Source: an optimization exercise on an open RTL-to-GDS flow (aim: small area, a short achievable clock period and few clock cycles per item). Production flows keep margins and buffers that such runs may drop.
For this run, only the layout was checked, not whether the RTL still works.
Power is estimated from default activity; no workload was simulated.

$ cat flow/constraint.sdc
create_clock -name core_clock -period 14.0 [get_ports {clk}]
set_input_delay 2.8000 -clock core_clock [delete_from_list [all_inputs] [get_ports {clk}]]
set_output_delay 2.8000 -clock core_clock [all_outputs]
set_load 0.01 [all_outputs]
$ cat flow/config.mk
export PLATFORM = sky130hd
export DESIGN_NAME = ntrdma_core
export DESIGN_NICKNAME = ntrdma_core
export VERILOG_FILES = /design/flow/design.v
export SDC_FILE = /design/flow/constraint.sdc
export NUM_CORES = 4
export LEC_CHECK = 0
export CAP_MARGIN = 20
export CORE_MARGIN = 2
export CORE_UTILIZATION = 30
export PLACE_DENSITY = 0.5
export SLEW_MARGIN = 20
export SYNTH_MEMORY_MAX_BITS = 16384
$ cat flow/design.v
module ntrdma_core (
    input  wire         clk,
    input  wire         rst,
    input  wire         cmd_valid,
    output wire         cmd_ready,
    input  wire [255:0] cmd_data,
    output reg          rsp_valid,
    input  wire         rsp_ready,
    output wire [127:0] rsp_data,
    output reg          out_valid,
    output wire [3:0]   out_ctx,
    output reg  [31:0]  out_idx,
    output reg  [63:0]  out_addr,
    output reg  [63:0]  out_len
);
    reg  i_v, x_v, s_v;
    wire x_ld  = !x_v || !s_v;         
    wire in_ld = !i_v || x_ld;         
    wire ex    = i_v && x_ld;          
    wire push  = x_v && !s_v;          
    assign cmd_ready = in_ld;
    reg [7:0]  i_op;
    reg [5:0]  i_ps;
    reg [3:0]  i_ctx;
    reg        i_rsv;
    reg [31:0] i_w1, i_w2, i_w3;
    reg [63:0] i_d1, i_d2;
    always @(posedge clk) begin
        if (rst) i_v <= 1'b0;
        else if (in_ld) i_v <= cmd_valid;
        if (in_ld) begin
            i_op  <= cmd_data[7:0];
            i_ps  <= cmd_data[13:8];
            i_ctx <= cmd_data[17:14];
            i_rsv <= |cmd_data[31:18];
            i_w1  <= cmd_data[63:32];
            i_w2  <= cmd_data[95:64];
            i_w3  <= cmd_data[127:96];
            i_d1  <= cmd_data[191:128];
            i_d2  <= cmd_data[255:192];
        end
    end
    wire op_nop  = (i_op == 8'h00);
    wire op_ring = (i_op >= 8'h01) && (i_op <= 8'h08);
    wire op_st   = (i_op == 8'h10);
    wire op_sg   = (i_op == 8'h11);
    wire op_en   = (i_op == 8'h12);
    wire op_co   = op_st | op_sg | op_en;
    wire known   = op_nop | op_ring | op_co;
    wire z_ps  = (i_ps == 6'd0);
    wire z_ctx = (i_ctx == 4'd0);
    wire z_w1  = (i_w1 == 32'd0);
    wire z_w2  = (i_w2 == 32'd0);
    wire z_w3  = (i_w3 == 32'd0);
    wire z_d1  = (i_d1 == 64'd0);
    wire z_d2  = (i_d2 == 64'd0);
    wire z_com = !i_rsv & z_w2 & z_w3;
    reg mbz_ok;
    always @(*) begin
        if (op_ring)    mbz_ok = !i_rsv & z_ps & z_ctx & z_d1 & z_d2;
        else if (op_st) mbz_ok = z_com;
        else if (op_sg) mbz_ok = z_com & z_ps & z_d2;
        else if (op_en) mbz_ok = z_com & z_ps & z_w1 & z_d1 & z_d2;
        else            mbz_ok = z_com & z_ps & z_ctx & z_w1 & z_d1 & z_d2;
    end
    wire       ctx_ok = (i_ctx[3:2] == 2'b00);
    wire [1:0] cx     = i_ctx[1:0];
    reg        busy  [0:3];
    reg        acc_v [0:3];
    reg [64:0] cs_e  [0:3];
    reg [63:0] cs_a  [0:3];
    reg [63:0] cs_p  [0:3];
    reg [62:0] cs_t  [0:3];
    reg [31:0] cs_mo [0:3];
    reg [31:0] cs_cnt[0:3];
    wire        c_busy = busy[cx];
    wire        c_accv = acc_v[cx];
    wire [64:0] c_e    = cs_e[cx];
    wire [63:0] c_a    = cs_a[cx];
    wire [63:0] c_p    = cs_p[cx];
    wire [62:0] c_t    = cs_t[cx];
    wire [31:0] c_mo   = cs_mo[cx];
    wire [31:0] c_cnt  = cs_cnt[cx];
    reg       ill;
    reg [2:0] ilc;
    always @(*) begin
        ill = 1'b1;
        ilc = 3'd0;
        if (!known)                        ilc = 3'd1;
        else if (!mbz_ok)                  ilc = 3'd2;
        else if (op_co && !ctx_ok)         ilc = 3'd3;
        else if ((op_sg | op_en) && !c_busy) ilc = 3'd4;
        else                               ill = 1'b0;
    end
    wire do_st = ex && !ill && op_st;
    wire do_sg = ex && !ill && op_sg;
    wire do_en = ex && !ill && op_en;
    wire [63:0] seg_a = i_d1;
    wire [31:0] seg_l = i_w1;
    wire        merge  = c_accv && (c_e == {1'b0, seg_a});
    wire        close  = c_accv && !(op_sg && merge);    
    wire [64:0] s_end  = {1'b0, seg_a} + {33'd0, seg_l};
    wire [65:0] s_wrap = {2'b00, seg_a} + {34'd0, seg_l} - {2'b00, c_p};
    wire        e64    = s_end[64] && !(merge && s_wrap[64]);
    wire [63:0] a_new  = seg_a + (c_accv ? 64'd0 : c_p);
    wire [63:0] cl_len = c_e[63:0] - c_a - (op_en ? {1'b0, c_t} : 64'd0);
    wire        cnt_max = (c_cnt == 32'hffffffff);
    wire        inc     = close && !cnt_max;
    wire [31:0] cnt_nx  = c_cnt + {31'd0, inc};
    wire [63:0] t_sum = (~i_d1) + (~i_d2) + 64'd2;
    reg  [62:0] t_mask;
    integer b;
    always @(*) begin
        for (b = 0; b < 63; b = b + 1)
            t_mask[b] = (b < i_ps);
    end
    wire [62:0] t_new = t_sum[62:0] & t_mask;
    integer i;
    always @(posedge clk) begin
        if (rst) begin
            for (i = 0; i < 4; i = i + 1) busy[i] <= 1'b0;
        end else if (do_st) begin
            busy[cx] <= 1'b1;
        end else if (do_en) begin
            busy[cx] <= 1'b0;
        end
        if (do_st) begin
            acc_v[cx]  <= 1'b0;
            cs_p[cx]   <= i_d1;
            cs_t[cx]   <= t_new;
            cs_mo[cx]  <= i_w1;
            cs_cnt[cx] <= 32'd0;
        end
        if (do_sg) begin
            acc_v[cx]  <= 1'b1;
            cs_e[cx]   <= {e64, s_end[63:0]};
            cs_cnt[cx] <= cnt_nx;
            if (!merge) begin
                cs_a[cx] <= a_new;
                cs_p[cx] <= seg_a;
            end
        end
    end
    wire [31:0] p   = i_w1;
    wire [31:0] c   = i_w2;
    wire [31:0] cap = i_w3;
    wire [32:0] pm   = {1'b0, p} - {1'b0, cap};
    wire [32:0] cm   = {1'b0, c} - {1'b0, cap};
    wire        lt_pk = pm[32];
    wire        lt_ck = cm[32];
    wire        lt_pc = (p < c);
    wire        p_lt2 = ({1'b0, p} < {cap, 1'b0});
    wire        c_lt2 = ({1'b0, c} < {cap, 1'b0});
    wire        occ_le = lt_pc ? (!lt_ck && (p <= cm[31:0]))
                               : (lt_pk || (pm[31:0] <= c));
    wire        valid = p_lt2 && c_lt2 && occ_le;
    wire        eq_pk = (p == cap);
    wire        adv_p = (cap != 32'd0) && ((c == 32'd0) || (c == cap)) && (lt_pk || eq_pk);
    wire [31:0] cap2 = {cap[30:0], 1'b0};
    reg [31:0] rx, ry, rz, r1, r2;
    reg [1:0]  rk;
    reg        rvp, advc;
    always @(*) begin
        rx = 32'd0; ry = 32'd0; rz = 32'd0; rk = 2'd0;
        r1 = 32'd0; r2 = 32'd0;
        rvp = valid; advc = 1'b0;
        case (i_op[3:0])
            4'h1: begin    
                rz = lt_pk ? 32'd0 : cap;
                r1 = lt_pk ? p : pm[31:0];
                r2 = lt_pk ? (lt_ck ? cap : cm[31:0]) : (lt_ck ? c : cap);
            end
            4'h2: begin    
                rz = lt_ck ? 32'd0 : cap;
                r1 = lt_ck ? c : cm[31:0];
                r2 = lt_ck ? (lt_pk ? p : cap) : (lt_pk ? cap : pm[31:0]);
            end
            4'h3: begin    
                rx = eq_pk ? ~c : c;
                ry = p;
                rk = {1'b0, eq_pk};
                rvp = adv_p;
                advc = !eq_pk;
            end
            4'h4: begin    
                rx = ~c; ry = p; rz = lt_pc ? cap2 : 32'd0; rk = 2'd1;
            end
            4'h5: begin    
                rx = ~p; ry = c; rz = lt_pc ? ~cap : cap; rk = lt_pc ? 2'd2 : 2'd1;
            end
            4'h6: begin    
                rx = ~c;
                ry = (lt_ck == lt_pk) ? p : 32'd0;
                rz = (lt_ck == lt_pk) ? 32'd0 : (lt_ck ? cap : cap2);
                rk = 2'd1;
            end
            4'h7: begin    
                rx = ~p;
                ry = (lt_pk == lt_ck) ? 32'd0 : c;
                rz = lt_pk ? (lt_ck ? cap : ~cap) : (lt_ck ? cap : cap2);
                rk = (lt_pk && !lt_ck) ? 2'd2 : 2'd1;
            end
            default: begin    
                rz = {31'd0, valid};
            end
        endcase
    end
    reg [7:0]  x_op;
    reg        x_ill;
    reg [2:0]  x_ilc;
    reg        x_ring, x_st, x_sg, x_en, x_close, x_rvp, x_advc;
    reg [1:0]  x_k;
    reg [1:0]  x_ctx;
    reg [31:0] x_c;      
    reg [31:0] x_m;      
    reg [63:0] x_a;      
    reg [63:0] x_b;      
    always @(posedge clk) begin
        if (rst) x_v <= 1'b0;
        else if (x_ld) x_v <= i_v;
        if (x_ld) begin
            x_op    <= i_op;
            x_ill   <= ill;
            x_ilc   <= ilc;
            x_ring  <= !ill && op_ring;
            x_st    <= !ill && op_st;
            x_sg    <= !ill && op_sg;
            x_en    <= !ill && op_en;
            x_close <= close;
            x_rvp   <= rvp;
            x_advc  <= advc;
            x_ctx   <= cx;
            if (op_ring) begin
                x_k <= rk;
                x_c <= rx;
                x_m <= ry;
                x_a <= {r2, r1};
                x_b <= {32'd0, rz};
            end else begin
                x_k <= {1'b0, inc};
                x_c <= c_cnt;
                x_m <= c_mo;
                x_a <= c_a;
                x_b <= cl_len;
            end
        end
    end
    wire [31:0] ay  = x_ring ? x_m : 32'd0;
    wire [31:0] az  = x_ring ? x_b[31:0] : 32'd0;
    wire [32:0] sum = {1'b0, x_c} + {1'b0, ay} + {1'b0, az} + {31'd0, x_k};
    wire        c_lt_m = (x_c < x_m);
    wire        c_gt_m = (x_c > x_m);
    wire        ovf    = x_k[0] ? !c_lt_m : c_gt_m;
    wire        co_rsp = x_sg | x_en;
    wire        wr     = (x_sg | x_en) && x_close && c_lt_m;
    wire [31:0] q_r0 = (x_ring | co_rsp) ? sum[31:0] : 32'd0;
    wire [31:0] q_r1 = x_ring ? x_a[31:0] : (x_en ? (ovf ? x_m : sum[31:0]) : 32'd0);
    wire [31:0] q_r2 = x_ring ? x_a[63:32] : 32'd0;
    wire        q_rv = x_ring && x_rvp && !(x_advc && sum[32]);
    wire        q_ov = x_en && ovf;
    wire        q_bz = x_st | x_sg;
    wire [110:0] q_new = {q_r2, q_r1, q_r0, q_bz, q_ov, q_rv, x_ilc, x_ill, x_op};
    reg [110:0] h_d, s_d;
    always @(posedge clk) begin
        if (rst) begin
            rsp_valid <= 1'b0;
            s_v       <= 1'b0;
        end else begin
            if (!rsp_valid || rsp_ready) rsp_valid <= s_v || push;
            s_v <= rsp_valid && !rsp_ready && (s_v || push);
        end
        if (!rsp_valid || rsp_ready) h_d <= s_v ? s_d : q_new;
        if (!s_v) s_d <= q_new;
    end
    assign rsp_data = {h_d[110:15], 17'd0, h_d[14:0]};
    reg [1:0] o_ctx;
    always @(posedge clk) begin
        if (rst) out_valid <= 1'b0;
        else     out_valid <= push && wr;
        o_ctx    <= x_ctx;
        out_idx  <= x_c;
        out_addr <= x_a;
        out_len  <= x_b;
    end
    assign out_ctx = {2'b00, o_ctx};
endmodule
$ cat flow/run.sh
#!/bin/bash
# synth_recipe.tcl (not shown) runs the flow's synth.tcl, then flattens the netlist and writes it again
# the make line also repeats each setting of config.mk as NAME=value (left out here)
make -C /OpenROAD-flow-scripts/flow DESIGN_CONFIG=/design/flow/config.mk WORK_HOME=/design/flow/orfs CLKGATE_MAP_FILE= SYNTH_SCRIPT=/design/flow/synth_recipe.tcl finish
==> flow_summary.yaml <==
run_status:
  outcome: "no timing/DRC/antenna violations"
detailed_routing:
  maxUsedRoutingLayer: "met5"
  drtPass1Iterations: 9
  via_count: 76957
  vias_per_cell: 5.477
  first_iter_violations: 8851
  met3_length_um: 31350
  drt-total-wl_um: 456100
  wl_per_cell_um: 32.46
  dr_wl_met2_um: 214900
  post-route-drc-count: 0
  drt-met1-wl_um: 187400
  drtAntennaViolNets: 0
grt:
  overflow: 0
  grt_first_pass_wirelength_um: 622800
  antenna_found_initial: 54
  grtUsageTotal: 0.2398
  grt_max_degree: 120
  grt_pass1_vias: 75912
clock_network:
  cts-root-buf: "clkbuf_16"
  clock_path_buffers: 4
  clkTransAtPathRegs_ns: 0.06
  cts_tree: "done"
  cts_resized: 0
  cts_sinks: 2137
  htreeDepth: 4
  ctsHoldBuffers: 0
  cts_made_buffers: 237
  postCtsSetupRepairBufs: 0
  clk-insertion-delay-late_ns: 0.98
floorplanning:
  design.core.area_sq_mm: 0.3628
  io_pins: 555
  die_x_um: 608.2
  die_h_um: 608.2
  start_util: 0.3018
  fp-row-count: 221
  die_area_sq_mm: 0.3699
hold_path:
  min_to: "out_len[54]"
  hp-class: "flip-flop to flip-flop"
  whs_path_depth: 0
  hold_start: "x_b[54]"
pwr:
  leakage_uw: 0.04861
  irDropWorstVdd_mv: 0.1103
  p_per_area_mw_per_mm2: 127.5
logic_synthesis:
  synthFlopType: "edfxtp_1"
  avgSynthCellArea_sq_um: 13.15
  synth_top_area_share: 0.5092
  synthCells: 8327
  netlist_area_sq_mm: 0.1095
  yosysTopAreaCell: "edfxtp_1"
  synth.distinct_cells: 92
  synth-edff-count: 1857
  ys_async_sr_fraction: 0
  synth_area_leaders: "edfxtp_1 (51%), ha_1 (8.6%), mux4_2 (6.6%), dfxtp_1 (5.1%), fa_1 (2.4%)"
  seq_area_frac_synth: 0.5604
  yosys_warnings: 1
  ys_ff_latch: 2137
sta:
  drv_slew: 0
  setup_violations: 0
  rsz0062_at_grt: "false"
  fmax_ghz: 0.1261
  post-route-min-period_ns: 7.930
  report.final.hold_viol_count: 0
  fin_crit_sh: 0.5665
  max_slew_margin: 0.1840
  tns_ns: 0
  clock-skew-final_ns: 0.08604
  worst_slew_pin_slew_ns: 1.224
placement:
  hpwl_um: 348100
  gp_congestion: 0.9863
  io_buffer_count: 535
  placed_cells_incl_taps: 13572
setup_path:
  r2r-end: "x_b[62]"
  critPathLaunchType: "flip-flop"
  r2r_slack_ns: 6.07
  arrival_ns: 8.65
  worstReg2RegStart: "i_op[5]"
  worstRegToRegCells: 19
  critical_path_peak_fanout: 45
  crit_type: "flip-flop to flip-flop"
  crit_path_end_kind: "flip-flop"
  required_ns: 14.72
layout:
  area_growth_pct: 18.76
  utilization: 0.3585
  final_nets: 10168
  drive_gt1_frac: 0.1181
  fin_cells: 14050
job:
  maxCapViolCount: 0
==> metrics by stage <==
step	worst slack (ns)	area [sq um]	hold slack (ns)	power, uW
after floorplan	3.599	109600	0.3233	8805
after global placement	4.928	121700	0.3329	10160
after detailed placement	6.132	121900	0.3286	10160
after CTS	6.056	129900	0.3413	16670
after global routing	5.822	130000	0.3468	17100
final	6.070	130000	0.3373	16580
==> sequential cells by signal, summed over array words and instances, names as in the netlist, 64 cells and up, named ones only <==
signal    count
cs_e        260
cs_a        256
h_d         111
cs_mo       128
cs_t        252
i_d2         64
cs_p        256
x_a          64
out_addr     64
i_d1         64
s_d         111
cs_cnt      128
x_b          64
out_len      64
==> Yosys cell counts (28+ instances only) <==
cell and instances:
a211o_1 28, a211oi_1 48, a21o_1 270, a21oi_1 428, a221oi_1 62, a222oi_1 62, a22o_1 91, a22oi_1 43
a31oi_1 63, and2_1 94, and3_1 53, buf_1 37, buf_2 28, clkbuf_1 252, dfxtp_1 280, edfxtp_1 1857
fa_1 133, ha_1 757, inv_1 558, mux2_2 50, mux4_2 321, nand2_1 520, nand2b_1 73, nand3_1 102
nand4_1 108, nor2_1 435, nor2b_1 110, nor3_1 105, nor4_1 92, o211ai_1 42, o21a_1 59, o21ai_0 313
o21ai_1 28, o21bai_1 51, o221ai_1 57, xnor2_1 247, xor2_1 119
==> area by class of cell <==
type                    instances  area [sq um]
clock buffers                 304          6523
multi-input cells            5308         45160
inverters                     562          2110
flip-flops and latches       2137         61380
well taps                    4794          5998
clock inverters               137          1506
diodes                         36         90.09
repair buffers                772          7274
fillers                     35075        232700
==> power by group <==
group	switching (uW)	total, uW	internal, uW
logic	1700	2670	968
registers	220	7400	7180
clock network	2770	6500	3730
total	4690	16600	11900
==> worst max path at each step <==
stage              start     endpoint  slack, ns  depth (start not counted)
2_1_floorplan        s_v  cs_mo[2][0]       3.60                          5
3_3_place_gp   flip-flop  cs_a[0][62]       4.93                         17
3_5_place_dp   flip-flop  cs_e[2][64]       6.13                         18
4_1_cts        flip-flop  cs_e[0][64]       6.06                         18
5_1_grt          i_op[5]      x_b[62]       5.82                         19
6_report         i_op[5]      x_b[62]       6.07                         19
==> cell families after synthesis <==
| group | Yosys count | share of synthesized area |
|---|---|---|
| AOI/OAI and AO/OA | 1867 | 0.1162 |
| xor gates and xnor gates | 367 | 0.02942 |
| adders and majority gates | 890 | 0.1108 |
| buffers and inverters | 900 | 0.03189 |
| DFF | 2137 | 0.5604 |
| muxes | 397 | 0.07354 |
| other | 1 | 0.00003425 |
| and+or+nand+nor | 1768 | 0.07763 |
==> cell usage in the layout, fill, tap and decap left out, types with 36 or more instances in the layout <==
cell type	count
nor4_1	81
a221oi_1	62
o221ai_1	56
nand2_1	517
buf_4	224
and2_1	93
mux4_2	321
nand4_1	108
nor2_1	406
nand2b_1	72
nor3_1	103
diode_2	36
a21oi_1	424
o21a_1	59
clkinv_2	45
xnor2_1	245
a21o_1	269
a22oi_1	43
fa_1	133
a31oi_1	63
ha_1	757
edfxtp_1	1857
a222oi_1	62
xor2_1	118
nor2b_1	109
o21bai_1	50
o211ai_1	42
a211oi_1	48
mux2_2	50
dfxtp_1	277
clkdlybuf4s50_1	535
nand3_1	101
clkbuf_16	245
clkbuf_1	42
a22o_1	91
o21ai_0	310
and3_1	53
inv_1	558
==> critical path, stage by stage, from the launching register on <==
cell and delay, ns:
edfxtp_1 0.41, nor3_1 0.87, nand2_1 0.30, nor2_4 0.63, buf_4 0.64, nand2_1 0.16
fa_1 0.49, ha_1 0.39, a21oi_1 0.16, o21ai_0 0.11, a221oi_1 0.85, o21ai_0 0.22
nor3_1 0.61, o21ai_1 0.36, a31o_2 0.32, a31oi_1 0.39, o21a_1 0.26, o221ai_1 0.21
mux2i_1 0.20, nand2_1 0.07
==> per-layer routing <==
metal / GRT usage / up-vias
li1: - / 33287
met1: 0.3108 / 39579
met2: 0.3966 / 3369
met3: 0.03892 / 704
met4: 0.1013 / 18
met5: 0 / -

## what the ideal ports hide
How much do the figures lean on ideal ports? The routed layout below was timed once more, with nothing changed but the port constraints. Step 1: set_driving_cell puts a clkbuf_16 on clk and a buf_2 on each other input, an assumption about the parent block. Step 2 also shifts input and output timing later by t, the mid clock arrival at the registers, as if the neighbouring blocks saw the same clock. Three values: no drivers, after step 1, after step 2; two values: the first two.
t (ns): 1.046
slack for setup (ns): 6.070 / 6.070 / 6.070
hold WS [ns]: 0.337 / 0.337 / 0.337
worst setup path at the end: register to register
pins driven straight from the clock port: 1
After both steps setup and hold are still met in this run. For this run, drivers alone change the setup slack by 0.000 ns; drivers and shift together by 0.000 ns.
